Background: an optimization exercise with open tools, aiming at small area, a short achievable clock period and few clock cycles. Do not read the settings as production practice. Only simulation tests tie the RTL to the original design; equivalence was not proved. Power figures rest on the tool's default switching activity, not on a simulated workload.

==> flow/design.v <==
module wpd_decomp (
    input  wire        clk,
    input  wire        rst,           
    input  wire        in_valid,
    input  wire [7:0]  in_data,
    output wire        in_ready,
    output wire        out_valid,
    output wire [7:0]  out_data,
    input  wire        out_ready,
    output wire        ctx_valid,
    output wire [31:0] ignored_count,
    output wire [1:0]  err_code
);
    localparam integer BW = 16;          
    localparam integer PW = 5;
    localparam [1:0] S_HDR  = 2'd0;
    localparam [1:0] S_PASS = 2'd1;
    localparam [1:0] S_CB   = 2'd2;
    localparam [1:0] S_RUN  = 2'd3;
    reg  [BW-1:0] buf_q;    
    reg  [PW-1:0] p;        
    reg  [1:0]  state;
    reg  [2:0]  cnt;        
    reg         is_accel;
    reg  [2:0]  sel;        
    reg  [3:0]  fcnt;       
    reg  [1:0]  phase;      
    reg         drop;
    reg  [7:0]  dq;         
    reg  [7:0]  w0, w1, w2;
    reg         vld;
    reg  [31:0] ignored;
    reg  [1:0]  err;
    reg         ov;         
    reg  [7:0]  ob;
    reg         ov1;        
    reg  [7:0]  ob1;
    wire adv = !ov1;
    reg        push;        
    reg  [7:0] pd;
    wire head_free = !ov || out_ready;
    wire [BW+7:0] wide = {buf_q, 8'h00};
    wire [BW+7:0] wsh  = wide >> p;
    wire [7:0]    x8   = wsh[7:0];
    reg  [3:0] wbits;
    reg  [7:0] dn;
    always @* begin
        case (sel)
            3'd0: begin wbits = 4'd3; dn = (x8[7:5] == 3'b100)   ? {w_next[7:2] == 6'b100000, 7'd0} : {{5{x8[7]}}, x8[7:5]}; end
            3'd1: begin wbits = 4'd4; dn = (x8[7:4] == 4'b1000)  ? {w_next[7:3] == 5'b10000, 7'd0}  : {{4{x8[7]}}, x8[7:4]}; end
            3'd2: begin wbits = 4'd5; dn = (x8[7:3] == 5'b10000) ? {w_next[7:4] == 4'b1000, 7'd0}   : {{3{x8[7]}}, x8[7:3]}; end
            3'd3: begin wbits = 4'd6; dn = (x8[7:2] == 6'b100000 && w_next[7]) ? 8'h80 : {{2{x8[7]}}, x8[7:2]}; end
            3'd4: begin wbits = 4'd8; dn = x8; end
            default: begin wbits = 4'd0; dn = 8'h00; end
        endcase
    end
    wire [7:0] w_next = (phase == 2'd0) ? w0 : w1;
    wire [8:0] s = {w0[7], w0} + {dq[7], dq};
    wire [7:0] dec = (s[8] && !s[7]) ? 8'h80 : (!s[8] && s[7]) ? 8'h7f : s[7:0];
    wire [7:0] newv = (sel == 3'd4) ? dq : dec;
    wire [2:0] cb_sel  = x8[6:4];
    wire       cb_top  = x8[7];
    wire [3:0] cb_fcm1 = x8[3:0];
    wire cb_still = (cb_sel == 3'd5) && cb_top;
    wire cb_lit   = (cb_sel == 3'd4);
    wire cb_bad   = cb_sel[2] && cb_sel != 3'd4 && !cb_still;
    reg  cb_long;
    always @* begin
        case (cb_sel)
            3'd0: cb_long = 1'b0;
            3'd1: cb_long = cb_fcm1 >= 4'd12;
            3'd2: cb_long = cb_fcm1 >= 4'd9;
            3'd3: cb_long = cb_fcm1 >= 4'd8;
            default: cb_long = !cb_still && cb_fcm1 >= 4'd6;
        endcase
    end
    wire [4:0] tag = x8[4:0];
    reg  [2:0] hlen_m1;
    reg        hvalid;
    always @* begin
        hvalid = 1'b1;
        case (tag)
            5'd0: hlen_m1 = 3'd4;
            5'd1: hlen_m1 = 3'd3;
            5'd2: hlen_m1 = 3'd1;
            5'd3: hlen_m1 = {({1'b0, x8[7]} + {1'b0, x8[6]} + {1'b0, x8[5]}), 1'b0};
            5'd4: hlen_m1 = 3'd2;
            5'd5: hlen_m1 = 3'd1;
            5'd7: hlen_m1 = 3'd2;
            5'd8: hlen_m1 = 3'd1;
            default: begin hlen_m1 = 3'd0; hvalid = 1'b0; end
        endcase
    end
    wire have8 = p >= 8;
    wire haveW = p >= {1'b0, wbits};
    wire take  = (phase != 2'd3);            
    wire fend  = drop ? (phase == 2'd2) : (phase == 2'd3);
    wire last  = fend && (fcnt == 4'd0);
    wire step  = !take || haveW;             
    wire in_rdy  = (err == 2'd0) && (p <= BW - 8);
    wire in_fire = in_valid && in_rdy;
    assign in_ready      = in_rdy;
    assign out_valid     = ov;
    assign out_data      = ob;
    assign ctx_valid     = vld;
    assign ignored_count = ignored;
    assign err_code      = err;
    reg [3:0] cons;
    reg       align;
    always @* begin
        cons  = 4'd0;
        align = 1'b0;
        if (err == 2'd0 && adv) begin
            case (state)
                S_HDR:  if (have8) cons = 4'd8;
                S_PASS: if (have8) cons = 4'd8;
                S_CB:   if (have8 && !cb_long && !cb_bad) cons = 4'd8;
                default: if (step) begin
                    if (take) cons = wbits;
                    align = last;
                end
            endcase
        end
    end
    wire [PW-1:0] p_cons = p - cons;
    wire [PW-1:0] p_al   = align ? {p_cons[PW-1:3], 3'b000} : p_cons;
    wire [PW-1:0] p_al8  = p_al + 5'd8;
    wire [PW-1:0] p_next = in_fire ? p_al8 : p_al;
    always @* begin
        push = 1'b0;
        pd   = x8;
        if (err == 2'd0 && adv) begin
            case (state)
                S_HDR:  push = have8 && tag != 5'd6 && hvalid;
                S_PASS: push = have8;
                S_CB:   push = 1'b0;
                default: begin
                    push = step && !drop;
                    pd   = (phase == 2'd0) ? 8'h01 : newv;
                end
            endcase
        end
    end
    always @(posedge clk) begin
        if (head_free)
            ob <= ov1 ? ob1 : pd;
        if (!ov1)
            ob1 <= pd;
        if (in_fire)
            buf_q <= {buf_q[BW-9:0], in_data};
        if (err == 2'd0 && adv) begin
            case (state)
                S_HDR: if (have8) begin
                    is_accel <= (tag == 5'd1);
                    cnt      <= hlen_m1;
                    sel      <= 3'd4;
                end
                S_PASS: if (have8) begin
                    cnt <= cnt - 3'd1;
                end
                S_CB: if (have8) begin
                    sel   <= cb_still ? 3'd5 : cb_sel;
                    fcnt  <= cb_fcm1;
                    drop  <= !cb_lit && !vld;
                    phase <= 2'd0;
                end
                default: if (step) begin
                    if (take)
                        dq <= dn;
                    if (fend) begin
                        phase <= 2'd0;
                        fcnt  <= fcnt - 4'd1;
                    end else
                        phase <= phase + 2'd1;
                end
            endcase
        end
    end
    always @(posedge clk) begin
        if (rst) begin
            p        <= 0;
            state    <= S_HDR;
            w0       <= 8'd0;
            w1       <= 8'd0;
            w2       <= 8'd0;
            vld      <= 1'b0;
            ignored  <= 32'd0;
            err      <= 2'd0;
            ov       <= 1'b0;
            ov1      <= 1'b0;
        end else begin
            p   <= p_next;
            ov  <= ov1 || push || !head_free;
            ov1 <= !head_free && (ov1 || push);
            if (err == 2'd0 && adv) begin
                case (state)
                    S_HDR: if (have8) begin
                        if (tag == 5'd6) begin
                            state <= S_CB;
                        end else if (!hvalid) begin
                            err <= 2'd1;
                        end else begin
                            if (tag == 5'd1)
                                vld <= 1'b1;
                            if (hlen_m1 != 3'd0)
                                state <= S_PASS;
                        end
                    end
                    S_PASS: if (have8) begin
                        if (is_accel) begin
                            w0 <= w1;
                            w1 <= w2;
                            w2 <= x8;
                        end
                        if (cnt == 3'd1)
                            state <= S_HDR;
                    end
                    S_CB: if (have8) begin
                        if (cb_long) begin
                            err <= 2'd1;
                        end else if (cb_bad) begin
                            err <= 2'd2;
                        end else begin
                            if (cb_lit)
                                vld <= 1'b1;
                            if (!cb_lit && !vld) begin
                                ignored <= ignored + 32'd1;
                                state   <= cb_still ? S_HDR : S_RUN;
                            end else
                                state <= S_RUN;
                        end
                    end
                    default: if (step) begin
                        if (phase != 2'd0 && !drop) begin
                            w0 <= w1;
                            w1 <= w2;
                            w2 <= newv;
                        end
                        if (last)
                            state <= S_HDR;
                    end
                endcase
            end
        end
    end
endmodule
clock: 10.0 ns
lec_check: 0
cap_margin: 20
core_margin: 2
core_utilization: 40
slew_margin: 20
run.sh (not shown) runs the stock make flow with config.mk's settings and CLKGATE_MAP_FILE= SYNTH_SCRIPT=/design/flow/synth_recipe.tcl, a recipe that flattens the netlist after the stock synthesis.
The starting point finished with timing, DRC and antenna clean.
Testbench counts at the start, summed over its fixed seeds: cycles 92,272.
Rerun with:
CORE_UTILIZATION = 65   (was 40)
CTS_BUF_LIST = sky130_fd_sc_hd__clkbuf_4 sky130_fd_sc_hd__clkbuf_8   (was default)
Outcome: Clock skew rose by 0.0050 ns; first-iteration DRC count rises by 19%; power shrinks by 10%; register-to-register slack gets worse by 0.15 ns; global-route usage came out higher by 12 points; area after synthesis stays the same; routed wire length barely changes.

==> afterwards: timing with drivers on the ports <==
Ports are ideal in the flow. The routed layouts listed here were re-timed in OpenROAD.
Step 1 (the two cells are an assumption about what drives the block):
set clk [get_ports {clk}]
set_driving_cell -lib_cell sky130_fd_sc_hd__clkbuf_16 $clk
set_driving_cell -lib_cell sky130_fd_sc_hd__buf_2 [delete_from_list [all_inputs] $clk]
Step 2 adds t to the input delays and takes it off the output delays; t is the mean of the earliest and latest rising clock arrival at the registers after step 1. Input paths then give back, and output paths get back, about the clock's delay inside the block.
Slacks: ideal ports / drivers / drivers and shift; pairs: ideal ports / drivers.
run	shift t [ns]	setup WS [ns]	worst hold slack (ns)	clock arrival spread, ns	worst register clock-pin slew, ns
the first run	0.470	5.530 / 5.530 / 5.530	0.451 / 0.451 / 0.451	0.013 / 0.013	0.07 / 0.07
the second run	0.491	5.375 / 5.375 / 5.375	0.455 / 0.455 / 0.455	0.018 / 0.018	0.08 / 0.08
After both steps setup and hold are still met in every run listed.
